This is an optimization exercise on Yosys and OpenROAD, whose aim is small area, a short achievable clock period and few clock cycles per item, not a production implementation. Function was checked by simulation only, so behaviour that the tests miss may differ from the original. Power is estimated from default activity; no workload was simulated.

===== flow/config.mk =====
export PLATFORM = sky130hd
export DESIGN_NAME = ptc_analyzer
export DESIGN_NICKNAME = ptc_analyzer
export VERILOG_FILES = /design/flow/design.v
export SDC_FILE = /design/flow/constraint.sdc
export NUM_CORES = 4
export LEC_CHECK = 0
export CAP_MARGIN = 20
export CORE_MARGIN = 2
export CORE_UTILIZATION = 40
export PLACE_DENSITY = 0.6
export SLEW_MARGIN = 20

===== flow/constraint.sdc =====
create_clock -name core_clock -period 14.0 [get_ports {clk}]
set_input_delay 2.8000 -clock core_clock [delete_from_list [all_inputs] [get_ports {clk}]]
set_output_delay 2.8000 -clock core_clock [all_outputs]
set_load 0.01 [all_outputs]

===== flow/design.v =====
module ptc_analyzer (
    input  wire        clk,
    input  wire        rst,
    input  wire        in_valid,
    output wire        in_ready,
    input  wire [7:0]  in_data,
    output reg         ent_valid,
    output reg  [3:0]  ent_index,
    output reg  [23:0] ent_start,
    output reg  [15:0] ent_size,
    output reg  [7:0]  ent_type_flags,
    output reg  [2:0]  ent_kind,
    output reg         ent_active,
    output reg         ent_locked,
    output reg  [15:0] ent_size_kb,
    output reg         ent_contig_err,
    output reg  [20:0] ent_expected,
    output reg  [69:0] ent_name,
    output reg         res_valid,
    output reg  [1:0]  res_status,
    output reg  [15:0] res_magic,
    output reg  [15:0] res_cks_stored,
    output reg  [15:0] res_cks_computed,
    output reg  [7:0]  res_drive_type,
    output reg  [23:0] res_total,
    output reg  [15:0] res_cylinders,
    output reg  [7:0]  res_heads,
    output reg  [7:0]  res_sectors,
    output reg  [7:0]  res_interleave,
    output reg  [7:0]  res_boot,
    output reg  [31:0] res_active_slots,
    output reg  [20:0] res_partitioned,
    output reg  [15:0] res_contig_mask,
    output reg         res_w_checksum,
    output reg         res_w_total,
    output reg         res_w_geometry,
    output reg  [23:0] res_derived_cyl,
    output reg  [16:0] res_logical_mb_x10,
    output reg  [24:0] res_native_mb_x10,
    output reg  [4:0]  res_viol_count
);
    localparam [1:0] ST_OK        = 2'd0;
    localparam [1:0] ST_BAD_MAGIC = 2'd1;
    localparam [1:0] ST_REFUSED   = 2'd2;
    localparam [2:0] S_STREAM = 3'd0;
    localparam [2:0] S_LASTENT = 3'd1;
    localparam [2:0] S_DIV    = 3'd2;
    localparam [2:0] S_FINISH = 3'd3;
    reg [2:0] state;
    reg  [8:0] pcount;                      
    wire       take = in_valid && in_ready;
    wire [8:0] laddr = {pcount[1], pcount[8:2], pcount[0]};
    assign in_ready = (state == S_STREAM);
    reg [15:0] magic;
    reg [15:0] cks_stored;
    reg [7:0]  drive_type;
    reg [23:0] total;
    reg [15:0] cylinders;
    reg [7:0]  heads;
    reg [7:0]  sectors;
    reg [7:0]  interleave;
    reg [7:0]  boot;
    reg [31:0] active_slots;
    reg [7:0]  cks_a0;
    reg [7:0]  cks_a1;
    reg [7:0]  ebuf [0:15];
    reg [3:0]  ent_cur;                     
    reg        ent_emit;                    
    reg [20:0] bc;                          
    reg [15:0] contig_mask;
    wire magic_ok = (magic == 16'hAEAE);
    integer k;
    always @(posedge clk) begin
        if (rst) begin
            pcount   <= 9'd0;
            cks_a0   <= 8'd0;
            cks_a1   <= 8'd0;
            ent_emit <= 1'b0;
        end else begin
            ent_emit <= 1'b0;
            if (take) begin
                pcount <= pcount + 9'd1;
                if (pcount == 9'd0) begin
                    cks_a0 <= in_data;
                    cks_a1 <= 8'd0;
                end else if (laddr != 9'd2 && laddr != 9'd3) begin
                    if (laddr[0]) cks_a1 <= cks_a1 ^ in_data;
                    else          cks_a0 <= cks_a0 ^ in_data;
                end
                if (!laddr[8]) begin
                    case (laddr[7:0])
                        8'h00: magic[7:0]          <= in_data;
                        8'h01: magic[15:8]         <= in_data;
                        8'h02: cks_stored[7:0]     <= in_data;
                        8'h03: cks_stored[15:8]    <= in_data;
                        8'h04: drive_type          <= in_data;
                        8'h05: total[7:0]          <= in_data;
                        8'h06: total[15:8]         <= in_data;
                        8'h07: total[23:16]        <= in_data;
                        8'h09: cylinders[7:0]      <= in_data;
                        8'h0A: cylinders[15:8]     <= in_data;
                        8'h0B: heads               <= in_data;
                        8'h0C: sectors             <= in_data;
                        8'h0D: interleave          <= in_data;
                        8'h0E: boot                <= in_data;
                        8'h11: active_slots[7:0]   <= in_data;
                        8'h12: active_slots[15:8]  <= in_data;
                        8'h13: active_slots[23:16] <= in_data;
                        8'h14: active_slots[31:24] <= in_data;
                        default: ;
                    endcase
                end else begin
                    ebuf[laddr[3:0]] <= in_data;
                    if (laddr[3:0] == 4'hF) begin
                        ent_emit <= 1'b1;
                        ent_cur  <= laddr[7:4];
                    end
                end
            end
        end
    end
    wire [23:0] e_start = {ebuf[2], ebuf[1], ebuf[0]};
    wire [15:0] e_size  = {ebuf[4], ebuf[3]};
    wire [7:0]  e_tf    = ebuf[5];
    function [6:0] sanitize;
        input [7:0] b;
        begin
            if (b[6:0] < 7'h20 || b[6:0] == 7'h7F) sanitize = 7'h3F;
            else                                   sanitize = b[6:0];
        end
    endfunction
    reg [69:0] e_name;
    always @(*) begin
        for (k = 0; k < 10; k = k + 1)
            e_name[7*k +: 7] = sanitize(ebuf[6 + k]);
    end
    wire [15:0] e_size_kb = {1'b0, e_size[15:1]} + {15'd0, e_size[0] & e_size[1]};
    always @(posedge clk) begin
        if (rst) begin
            ent_valid   <= 1'b0;
            bc          <= 21'd1;
            contig_mask <= 16'd0;
        end else begin
            ent_valid <= 1'b0;
            if (take && pcount == 9'd0) begin
                bc          <= 21'd1;
                contig_mask <= 16'd0;
            end
            if (ent_emit) begin
                ent_valid      <= magic_ok;
                ent_index      <= ent_cur;
                ent_start      <= e_start;
                ent_size       <= e_size;
                ent_type_flags <= e_tf;
                ent_kind       <= (e_tf[3:0] <= 4'd4) ? e_tf[2:0] : 3'd5;
                ent_active     <= e_tf[6];
                ent_locked     <= e_tf[7];
                ent_size_kb    <= e_size_kb;
                ent_contig_err <= (e_start != {3'd0, bc});
                ent_expected   <= bc;
                ent_name       <= e_name;
                if (e_start != {3'd0, bc})
                    contig_mask[ent_cur] <= 1'b1;
                bc <= bc + {5'd0, e_size};
            end
        end
    end
    wire [15:0] hs = heads * sectors;
    reg  [23:0] quo;
    reg  [23:0] rem_q;           
    reg  [15:0] rem;
    reg  [4:0]  div_cnt;
    wire [16:0] rem_sh  = {rem, quo[23]};
    wire [16:0] rem_sub = rem_sh - {1'b0, hs};
    wire [31:0] chs        = cylinders * hs;
    wire [35:0] native_num = chs * 4'd10 + 36'd1024;
    wire [27:0] logic_num  = total * 4'd10 + 28'd1024;
    wire [20:0] sum_blocks = bc - 21'd1;
    wire        w_cks      = (cks_stored != {cks_a1, cks_a0});
    wire        w_tot      = ({3'd0, bc} != total);
    wire        w_geo      = (quo > {8'd0, cylinders});
    function [4:0] popcount16;
        input [15:0] v;
        integer j;
        begin
            popcount16 = 5'd0;
            for (j = 0; j < 16; j = j + 1)
                popcount16 = popcount16 + {4'd0, v[j]};
        end
    endfunction
    always @(posedge clk) begin
        if (rst) begin
            state     <= S_STREAM;
            res_valid <= 1'b0;
        end else begin
            res_valid <= 1'b0;
            case (state)
                S_STREAM: begin
                    if (take && pcount == 9'd511)
                        state <= S_LASTENT;
                end
                S_LASTENT: begin
                    quo     <= total;
                    rem     <= 16'd0;
                    div_cnt <= 5'd0;
                    if (!magic_ok || heads == 8'd0 || sectors == 8'd0)
                        state <= S_FINISH;
                    else
                        state <= S_DIV;
                end
                S_DIV: begin
                    if (rem_sub[16]) begin
                        rem <= rem_sh[15:0];
                        quo <= {quo[22:0], 1'b0};
                    end else begin
                        rem <= rem_sub[15:0];
                        quo <= {quo[22:0], 1'b1};
                    end
                    div_cnt <= div_cnt + 5'd1;
                    if (div_cnt == 5'd23)
                        state <= S_FINISH;
                end
                S_FINISH: begin
                    res_valid          <= 1'b1;
                    res_magic          <= magic;
                    res_cks_stored     <= cks_stored;
                    res_cks_computed   <= {cks_a1, cks_a0};
                    res_drive_type     <= drive_type;
                    res_total          <= total;
                    res_cylinders      <= cylinders;
                    res_heads          <= heads;
                    res_sectors        <= sectors;
                    res_interleave     <= interleave;
                    res_boot           <= boot;
                    res_active_slots   <= active_slots;
                    res_partitioned    <= sum_blocks;
                    res_contig_mask    <= contig_mask;
                    res_w_checksum     <= w_cks;
                    res_w_total        <= w_tot;
                    res_w_geometry     <= w_geo;
                    res_derived_cyl    <= quo;
                    res_logical_mb_x10 <= logic_num[27:11];
                    res_native_mb_x10  <= native_num[35:11];
                    res_viol_count     <= popcount16(contig_mask) + {4'd0, w_cks}
                                          + {4'd0, w_tot} + {4'd0, w_geo};
                    if (!magic_ok)
                        res_status <= ST_BAD_MAGIC;
                    else if (heads == 8'd0 || sectors == 8'd0)
                        res_status <= ST_REFUSED;
                    else
                        res_status <= ST_OK;
                    state <= S_STREAM;
                end
                default: state <= S_STREAM;
            endcase
        end
    end
endmodule

===== flow/run.sh =====
#!/bin/bash
# synth_recipe.tcl (not shown) runs the flow's synth.tcl, then flattens the netlist and writes it again
# the make line also repeats each setting of config.mk as NAME=value (left out here)
make -C /OpenROAD-flow-scripts/flow DESIGN_CONFIG=/design/flow/config.mk WORK_HOME=/design/flow/orfs CLKGATE_MAP_FILE= SYNTH_SCRIPT=/design/flow/synth_recipe.tcl finish

==> run notes <==
[layer usage]
layer / vias up / wire length [um] / part of all wire (%) / global-route usage (%)
li1: 13200 / - / - / -
met1: 14200 / 50000 / 41 / 27.2
met2: 864 / 60000 / 49 / 36.2
met3: 186 / 9910 / 8.0 / 5.64
met4: 4 / 3450 / 2.8 / 6.35
met5: - / 34 / 0.028 / 0
[placed cells by master (no fill, tap or decap), types with 9 or more instances in the layout]
cell type	count
edfxtp_1	747
clkdlybuf4s50_1	442
inv_1	354
nand2_1	326
ha_1	303
nor2_1	246
fa_1	245
xnor2_1	150
xor2_1	109
a21oi_1	100
and2_1	96
clkbuf_16	89
dfxtp_1	67
or2_2	58
o21ai_0	49
buf_4	49
nand3_1	45
nor2b_1	41
a21o_1	41
nand4_1	39
nor3_1	39
o21a_1	29
nor4_1	28
clkinv_1	24
mux2_2	24
and3_1	23
nand2b_1	23
a211oi_1	18
o21bai_1	18
mux2i_1	17
or3_1	15
clkinv_2	15
a22o_1	14
clkbuf_1	12
a31oi_1	11
o211ai_1	9
buf_2	9
[registers in the layout, summed over array words and instances, names as in the netlist, 17 cells and up]
signal,count
bc,21
res_active_slots,32
res_partitioned,21
ent_name,70
ebuf,118
active_slots,32
res_logical_mb_x10,17
quo,24
res_native_mb_x10,25
ent_expected,21
total,24
res_derived_cyl,24
ent_start,24
res_total,24
[what timing repair did]
item | CTS | global route
gates resized for setup | 0 | 12
setup endpoints to repair | 0 | 11
setup buffers | 0 | 5
[power breakdown]
group          internal, W  leakage [nW]  total [W]  switching (W)
combinational    0.0000130          12.5  0.0000611      0.0000481
sequential         0.00264          7.38    0.00264     0.00000733
clock              0.00132          1.41    0.00233        0.00101
[area by class of cell]
type	count	share of cell area [%]
clock buffer	103	4.28
clock inverter	54	1.11
inverter	362	2.54
multi-input combinational	2243	35.4
sequential	814	44.2
tap	1488	3.46
timing repair buffer	500	9.00
[worst reg2reg max path, delay by kind of cell (launching register included)]
kind                     cells  cell delay [ps]
XOR/XNOR                     4              860
AND/OR/NAND/NOR              5              830
adder cells (fa/ha/maj)     14             6250
flip-flops                   1              530
buffers and inverters        5              470
AO/OA/AOI/OAI               19             3870
[logic make-up (layout without fill, tap and decap cells)]
family / count (synthesis) / in the layout / synth area share, %
AO/OA/AOI/OAI: 364 / 364 / 5.60
AND/OR/NAND/NOR: 1026 / 1026 / 11.3
XOR/XNOR: 263 / 263 / 5.18
buffers and inverters: 452 / 1019 / 3.86
multiplexers: 41 / 41 / 0.991
adder cells (fa/ha/maj): 549 / 549 / 19.6
flip-flops: 814 / 814 / 53.5
[worst paths after layout]
path | start | end | slack [ps] | cells after the start
setup / recovery | sectors[4] | res_native_mb_x10[23] | 910 | 47
hold / removal | boot[5] | res_boot[5] | 400 | 0
setup reg to reg | sectors[4] | res_native_mb_x10[23] | 910 | 47
hold reg to reg | boot[5] | res_boot[5] | 400 | 0
[through the flow]
step	hold slack [ps]	setup slack, ps	total power (W)	util [%]	TNS, ps
after floorplan	400	1380	0.00272	-	0
final	400	906	0.00503	48.7	0
after global routing	412	-14.5	0.00518	48.7	-14.5
after CTS	396	153	0.00509	48.6	0
after global placement	400	534	0.00276	46.0	0
after detailed placement	405	233	0.00276	46.0	0
==> out/results.txt <==
Max Cap Viol: 0
Leakage Power: 21.3 nW
post-route ant nets: 0
synth cell count leaders: edfxtp_1, inv_1, nand2_1, ha_1, nor2_1
ANT cells: 0
drt drc: 0
Cell Count, Final, Fillers Out: 5564
drt first-iter violations: 1983
post-synthesis area per instance: 12.7 um^2
clk sinks: 814
status: timing/DRC/antenna clean
Mapped Nets: 4069
crit path max fanout: 16
Slew Limit Fails: 0
post-synth top area cell: edfxtp_1
ys async rst share: 0%
Post-synth EDFFs: 747
Max stage delay on crit path: 540 ps
Post-DP HPWL: 88.9 mm
maximum vdd drop: 0.0000865 V
Final setup viols: 0
# hold bufs at CTS: 0
Die Area: 114000 um^2
PwrDens: 93.6 nW/um^2
net count reported at finish: 4568
I/O pin total: 452
cell with the most instances after synthesis: edfxtp_1
critical path's most frequent cell: fa_1
CP required: 14360 ps
area of the multi-input gates: 19000 um^2
Final Cycle Share: 93.5%
Design Area, Final: 53800 um^2
Buf/Inv on CP: 5
yosys warns: 1
Crit path max-delay family: adder cells
Clock Path Buffers: 3
Num CTS Buffers: 87
total track usage: 21.5%
Primary FF master, synth: edfxtp_1
fill cell count: 9703
RePlAce Congestion: 0.883
Cells after DPL: 5402
DR vias/cell: 5.11
gr ovfl total: 0
row cnt: 122
CTS tree: done
mapped cell area: 44400 um^2
Mapped Cells: 3509
Crit Path Category: register to register
Placement Cell Area: 50800 um^2
Period minus WS final: 13090 ps
Synth top area share: 50.5%
top cells by area, synth: edfxtp_1, fa_1, ha_1, dfxtp_1, xnor2_1
IO Port Bufs: 451
worst-margin pin slew: 1070 ps
maximum clock rate: 76.4 MHz
Critical-path top delay cell: fa_1
initial core utilization: 40.3%
Clk pin slew, worst setup/hold paths: 60 ps
number of global-route vias before repair: 28400
#FFs+latches synth: 814
die height: 337 um
core area: 110000 um^2
routed len/inst: 22.2 um
H-Tree Depth: 3
layout cells sized above 1: 7.38%
DR pass1 iterations: 5
Rel. slew slack: 28.8%
Total Wirelength: 123 mm
Cell variety after synth: 87
FF+latch area: 23800 um^2
clk_skew: 64.9 ps
later-pin clock latency in the skew report: 690 ps
Seq/Total Area, Yosys: 53.5%
Via Count: 28400
Hold/Removal Path Class: register to register
initial antenna violation count: 7
Worst setup SP type: register
Root Buffer Master: clkbuf_16
pin count of the biggest net entering global routing: 99
first-pass GRT wire length: 181 mm
die boundary width: 337 um
Data arrival, critical path: 13460 ps
Area Growth Syn to Fin: 21.0%
Final Hold Violating Endpoints: 0
Critical Path Sink Type: register
Testbench counts, summed over its fixed seeds: cycles 206,600, tables 384.

## afterwards: timing with drivers on the ports
The flow's constraints put no driver on any port. The routed layout listed below was extracted and timed again, unchanged, in two steps.
Step 1: set_driving_cell puts a clkbuf_16 on clk and a buf_2 on each other input, an assumption about the parent block.
Step 2, shift: input delay + t, output delay - t, t = (earliest + latest rising clock arrival at the registers) / 2. This alone moves slack from input paths to output paths.
Three values: no drivers, after step 1, after step 2; two values: the first two.
t, ns: 0.730
setup WS [ns]: 0.906 / 0.906 / 0.906
worst hold slack (ns): 0.400 / 0.400 / 0.400
After both steps setup and hold are still met in this run. For this run, drivers alone change the setup slack by 0.000 ns; drivers and shift together by 0.000 ns.
